Context: an optimization exercise on an open-source flow, tuned for small area. The choices shown serve that exercise and are no tape-out recipe.
Function was checked by simulation only, so behaviour that the tests miss may differ from the original.
Power is estimated from default activity; no workload was simulated. The clock port is modelled as an ideal driver; clocking choices that lean on that would not hold on a real chip.

== job 101 ==
==> flow/design.v <==
module frame_detector (
    input  wire         clk,
    input  wire         rst,           
    input  wire [9:0]   w,             
    output reg  [2:0]   outcome,
    output reg  [1:0]   dec,
    output wire [5:0]   frm_len,
    output wire [311:0] frm,           
    output reg          ev_valid,
    output wire [5:0]   ev_len,
    output wire [287:0] ev_id,         
    output reg          diag_valid,
    output reg  [2:0]   diag_code
);
    localparam integer CAP = 40;
    localparam integer NF  = CAP - 1;   
    localparam integer NP  = 32;        
    localparam [1:0] OP_IDLE   = 2'd0;
    localparam [1:0] OP_BYTE   = 2'd1;
    localparam [1:0] OP_CLOSED = 2'd2;
    localparam [1:0] OP_ATTACH = 2'd3;
    localparam [7:0] STX = 8'h02;
    localparam [7:0] ETX = 8'h03;
    localparam [7:0] CR  = 8'h0D;
    localparam [7:0] LF  = 8'h0A;
    localparam [2:0] OC_INCOMPLETE = 3'd0;
    localparam [2:0] OC_COMPLETE   = 3'd1;
    localparam [2:0] OC_OVERFLOW   = 3'd2;
    localparam [2:0] OC_CLOSED     = 3'd3;
    localparam [2:0] OC_REJECTED   = 3'd4;
    localparam [1:0] DEC_OK       = 2'd0;
    localparam [1:0] DEC_NO_START = 2'd1;
    localparam [1:0] DEC_NO_TERM  = 2'd2;
    localparam [2:0] DG_OVERFLOW = 3'd1;
    localparam [2:0] DG_NO_START = 3'd2;
    localparam [2:0] DG_NO_TERM  = 3'd3;
    localparam [2:0] DG_CLOSED   = 3'd4;
    localparam [2:0] DG_REJECTED = 3'd5;
    wire [1:0] op = w[9:8];
    wire [7:0] d  = w[7:0];
    reg [8*NF-1:0] buf_q;     
    reg [8*NP-1:0] pay_q;     
    reg [5:0] len_q;          
    reg       closed_q;       
    reg       stx_q;          
    reg       term_q;         
    reg       cr_q;           
    reg [5:0] plast_q;        
    reg [1:0] spos_q;         
    wire is_byte = (op == OP_BYTE);
    wire full    = len_q[5] & len_q[3];            
    wire is_etx  = (d == ETX);
    wire store   = is_byte && !full && !is_etx;
    wire empty   = rst || op[1] || (is_byte && (full || is_etx));
    wire [5:0] pnext = plast_q + 6'd1;
    genvar g;
    generate
        for (g = 0; g < NF; g = g + 1) begin : g_buf
            always @(posedge clk)
                if (len_q == g)
                    buf_q[8*g +: 8] <= d;
        end
        for (g = 0; g < NP; g = g + 1) begin : g_pay
            always @(posedge clk)
                if (pnext == g)
                    pay_q[8*g +: 8] <= d;
        end
    endgenerate
    always @(posedge clk) begin
        if (empty) begin
            len_q  <= 6'd0;
            stx_q  <= 1'b0;
            term_q <= 1'b0;
            cr_q   <= 1'b0;
        end else if (store) begin
            len_q <= len_q + 6'd1;
            cr_q  <= (d == CR);
            if (!stx_q) begin
                if (d == STX) begin
                    stx_q   <= 1'b1;
                    plast_q <= 6'h3f;
                    spos_q  <= len_q[1:0];
                end
            end else if (!term_q) begin
                if (cr_q && d == LF)
                    term_q <= 1'b1;
                else
                    plast_q <= pnext;
            end
        end
        if (rst || op == OP_ATTACH)
            closed_q <= 1'b0;
        else if (op == OP_CLOSED)
            closed_q <= 1'b1;
    end
    assign frm     = buf_q;
    assign frm_len = len_q;
    assign ev_len  = plast_q;
    wire [7:0] b33 = buf_q[8*33 +: 8];
    wire [7:0] b34 = buf_q[8*34 +: 8];
    wire [7:0] b35 = buf_q[8*35 +: 8];
    wire [7:0] b36 = buf_q[8*36 +: 8];
    assign ev_id[8*NP-1:0] = pay_q;
    assign ev_id[8*32 +: 8] = spos_q[1] ? (spos_q[0] ? b36 : b35)
                                        : (spos_q[0] ? b34 : b33);
    assign ev_id[8*33 +: 8] = spos_q[1] ? b36
                                        : (spos_q[0] ? b35 : b34);
    assign ev_id[8*34 +: 8] = spos_q[0] ? b36 : b35;
    assign ev_id[8*35 +: 8] = b36;
    always @(*) begin
        outcome    = OC_INCOMPLETE;
        dec        = DEC_OK;
        ev_valid   = 1'b0;
        diag_valid = 1'b0;
        diag_code  = 3'd0;
        if (!rst) begin
            case (op)
                OP_BYTE: begin
                    if (closed_q) begin
                        outcome    = OC_REJECTED;
                        diag_valid = 1'b1;
                        diag_code  = DG_REJECTED;
                    end else if (full) begin
                        outcome    = OC_OVERFLOW;
                        diag_valid = 1'b1;
                        diag_code  = DG_OVERFLOW;
                    end else if (is_etx) begin
                        outcome = OC_COMPLETE;
                        if (!stx_q) begin
                            dec        = DEC_NO_START;
                            diag_valid = 1'b1;
                            diag_code  = DG_NO_START;
                        end else if (!term_q) begin
                            dec        = DEC_NO_TERM;
                            diag_valid = 1'b1;
                            diag_code  = DG_NO_TERM;
                        end else begin
                            ev_valid = 1'b1;
                        end
                    end
                end
                OP_CLOSED: begin
                    diag_valid = 1'b1;
                    if (closed_q) begin
                        outcome   = OC_REJECTED;
                        diag_code = DG_REJECTED;
                    end else begin
                        outcome   = OC_CLOSED;
                        diag_code = DG_CLOSED;
                    end
                end
                default: ;    
            endcase
        end
    end
endmodule
clock: 20.0 ns
lec_check: 0
cap_margin: 20
core_margin: 2
core_utilization: 40
slew_margin: 20
standard.sh (not shown) runs the stock make flow with config.mk's settings and CLKGATE_MAP_FILE= SYNTH_SCRIPT=/design/flow/synth_recipe.tcl, a recipe that flattens the netlist after the stock synthesis.
==> flow/flow/run.sh <==
#!/bin/bash
# The standard ORFS layout (standard.sh), with two changes:
#  - the port buffers are the smallest buffer, sky130_fd_sc_hd__buf_1;
#  - the clock tree uses larger sink clusters and no dummy loads.
set -euo pipefail
cd "$(dirname "$0")/.."
bash standard.sh \
  BUFFER_PORTS_ARGS="-buffer_cell sky130_fd_sc_hd__buf_1" \
  CTS_ARGS="-sink_clustering_enable -repair_clock_nets -dont_use_dummy_load -sink_clustering_size 24 -sink_clustering_max_diameter 80" \
  finish > standard.log 2>&1
### job 101 -> job 102
# job 101
export LEC_CHECK = 0
export CAP_MARGIN = 20
export CORE_MARGIN = 2
export CORE_UTILIZATION = 40
export SLEW_MARGIN = 20
create_clock -name core_clock -period 20.0 [get_ports {clk}]
# job 102
export LEC_CHECK = 0
export ABC_AREA = 1
export CAP_MARGIN = 20
export CORE_MARGIN = 2
export CORE_UTILIZATION = 40
export SLEW_MARGIN = 20
create_clock -name core_clock -period 20.0 [get_ports {clk}]
Critical path depth up 2 in job 102 wrt job 101
Between job 102 and job 101, the fraction of area in clock buffers and inverters does not differ in any meaningful way.
Diff job 101 -> job 102: via count normalized by instance count has decreased; layout filler cell count has increased.

* * *

// frame_detector: RTL as listed in full above, without the edits since
clock: 20.0 ns
lec_check: 0
cap_margin: 20
core_margin: 2
core_utilization: 40
slew_margin: 20
run.sh (not shown) runs the stock make flow with config.mk's settings and CLKGATE_MAP_FILE= SYNTH_SCRIPT=/design/flow/synth_recipe.tcl, a recipe that flattens the netlist after the stock synthesis.
Stock flow here: none of the scripts above is used.
The baseline passed the timing, design-rule and antenna checks.
Then changed:
==> flow/flow/run.sh (new file) <==
#!/bin/bash
# The standard ORFS layout (standard.sh), with two changes:
#  - the port buffers are the smallest buffer, sky130_fd_sc_hd__buf_1;
#  - the clock tree uses larger sink clusters and no dummy loads.
set -euo pipefail
cd "$(dirname "$0")/.."
bash standard.sh \
  BUFFER_PORTS_ARGS="-buffer_cell sky130_fd_sc_hd__buf_1" \
  CTS_ARGS="-sink_clustering_enable -repair_clock_nets -dont_use_dummy_load -sink_clustering_size 16 -sink_clustering_max_diameter 60 -buf_list sky130_fd_sc_hd__clkbuf_8" \
  finish > standard.log 2>&1
==> flow/standard.sh (new file) <==
#!/bin/bash
# synth_recipe.tcl (not shown) runs the flow's synth.tcl, then flattens the netlist and writes it again
# the make line also repeats each setting of config.mk as NAME=value (left out here)
make -C /OpenROAD-flow-scripts/flow DESIGN_CONFIG=/design/flow/config.mk WORK_HOME=/design/flow/orfs CLKGATE_MAP_FILE= SYNTH_SCRIPT=/design/flow/synth_recipe.tcl "${@:-finish}"
Settings changed: ABC_AREA from default to 1.
removed: flow/run.sh
Effect:
- non-clock buffer count falls by 5
- power falls by 21%
- flip-flop and latch count stays the same
- global-route usage falls by 3.3 points
- routed wire length falls by 11%
- combinational power falls by 12%
Then changed:
--- a/flow/flow/run.sh
+++ b/flow/flow/run.sh
@@ -7,4 +7,4 @@
 bash standard.sh \
   BUFFER_PORTS_ARGS="-buffer_cell sky130_fd_sc_hd__buf_1" \
-  CTS_ARGS="-sink_clustering_enable -repair_clock_nets -dont_use_dummy_load -sink_clustering_size 16 -sink_clustering_max_diameter 60 -buf_list sky130_fd_sc_hd__clkbuf_8" \
+  CTS_ARGS="-sink_clustering_enable -repair_clock_nets -dont_use_dummy_load -sink_clustering_size 30 -sink_clustering_max_diameter 100" \
   finish > standard.log 2>&1
Settings changed: ABC_AREA 1 to default.
What happened: Critical path depth drops by 2; cell count drops by 4.3%; combinational power climbs by about 1%; area after synthesis is about the same; clock power drops by about 1%; worst setup slack gets worse by 350 ps; global-route usage barely changes; count of clock-buffer cells in the layout drops by 22; final area climbs by 0.47%.
Then changed:
Settings changed: ABC_AREA from default to 1.
Result: Final cell count grows by a few percent. Global-route usage went down by 0.30 points. Hold slack improved by 12 ps. Count of clock-buffer cells in the layout is unchanged. Sequential cell count is unchanged.

* * *

== red ==
frame_detector, a different RTL version from the one above (not shown whole).
Size: ~950 cells after synthesis, ~590 flip-flops, ~630 I/O pins, roughly 0.019 mm^2 of cells after synthesis.
clock: 20.0 ns
lec_check: 0
abc_area: 1
cap_margin: 20
core_margin: 2
core_utilization: 40
slew_margin: 20
standard.sh (not shown) runs the stock make flow with config.mk's settings and CLKGATE_MAP_FILE= SYNTH_SCRIPT=/design/flow/synth_recipe.tcl, a recipe that flattens the netlist after the stock synthesis.
==> flow/flow/run.sh <==
#!/bin/bash
# The standard ORFS layout (standard.sh), with two changes:
#  - the port buffers are the smallest buffer, sky130_fd_sc_hd__buf_1;
#  - the clock tree uses larger sink clusters and no dummy loads.
set -euo pipefail
cd "$(dirname "$0")/.."
bash standard.sh \
  BUFFER_PORTS_ARGS="-buffer_cell sky130_fd_sc_hd__buf_1" \
  CTS_ARGS="-sink_clustering_enable -repair_clock_nets -dont_use_dummy_load -sink_clustering_size 34 -sink_clustering_max_diameter 70" \
  finish > standard.log 2>&1
### red -> blue
-- flow/flow/run.sh --
<<< red, line 8
  BUFFER_PORTS_ARGS="-buffer_cell sky130_fd_sc_hd__buf_1" \
  CTS_ARGS="-sink_clustering_enable -repair_clock_nets -dont_use_dummy_load -sink_clustering_size 34 -sink_clustering_max_diameter 70" \
  finish > standard.log 2>&1
>>> blue, line 8
  BUFFER_PORTS_ARGS="-buffer_cell sky130_fd_sc_hd__buf_1" \
  CTS_ARGS="-sink_clustering_enable -repair_clock_nets -dont_use_dummy_load -sink_clustering_size 30 -sink_clustering_max_diameter 100" \
  finish > standard.log 2>&1
--- outcome ---
red → blue: switching share of power held; total routed wirelength went down 170 um; fmax held.
Compared to red, blue shows a narrower setup margin.
Between red and blue, number of violations reported at the end of detailed-routing iteration 0 is higher for blue, red comes in under that.

[re-timing with driven ports]
Ports are ideal in the flow. The routed layouts listed here were re-timed in OpenROAD.
Step 1: set_driving_cell puts a clkbuf_16 on clk and a buf_2 on each other input, an assumption about the parent block.
Step 2 moves the port delays by t, midway between the first and last clock arrival at a register: inputs arrive t later, outputs are due t later. That takes back most of the time a late clock gives input paths.
Slacks: ideal / step 1 / step 2; pairs: ideal / step 1.
| run | shift t [ns] | slack for setup (ns) | hold WS [ns] |
|---|---|---|---|
| job 101 | 0.631 | 9.620 / 9.589 / 9.589 | 0.489 / 0.489 / 0.489 |
| job 102 | 0.637 | 9.987 / 9.966 / 9.966 | 0.508 / 0.508 / 0.508 |
| the first run of note 2 | 0.643 | 9.475 / 9.454 / 9.454 | 0.475 / 0.475 / 0.475 |
| the second run of note 2 | 0.643 | 10.014 / 9.993 / 9.993 | 0.520 / 0.520 / 0.520 |
| the third run of note 2 | 0.613 | 9.662 / 9.631 / 9.631 | 0.494 / 0.494 / 0.494 |
| the fourth run of note 2 | 0.610 | 9.990 / 9.969 / 9.969 | 0.506 / 0.506 / 0.506 |
| red | 0.637 | 9.762 / 9.741 / 9.741 | 0.481 / 0.481 / 0.481 |
| blue | 0.617 | 9.737 / 9.715 / 9.715 | 0.487 / 0.487 / 0.487 |
After both steps setup and hold are still met in every run listed.
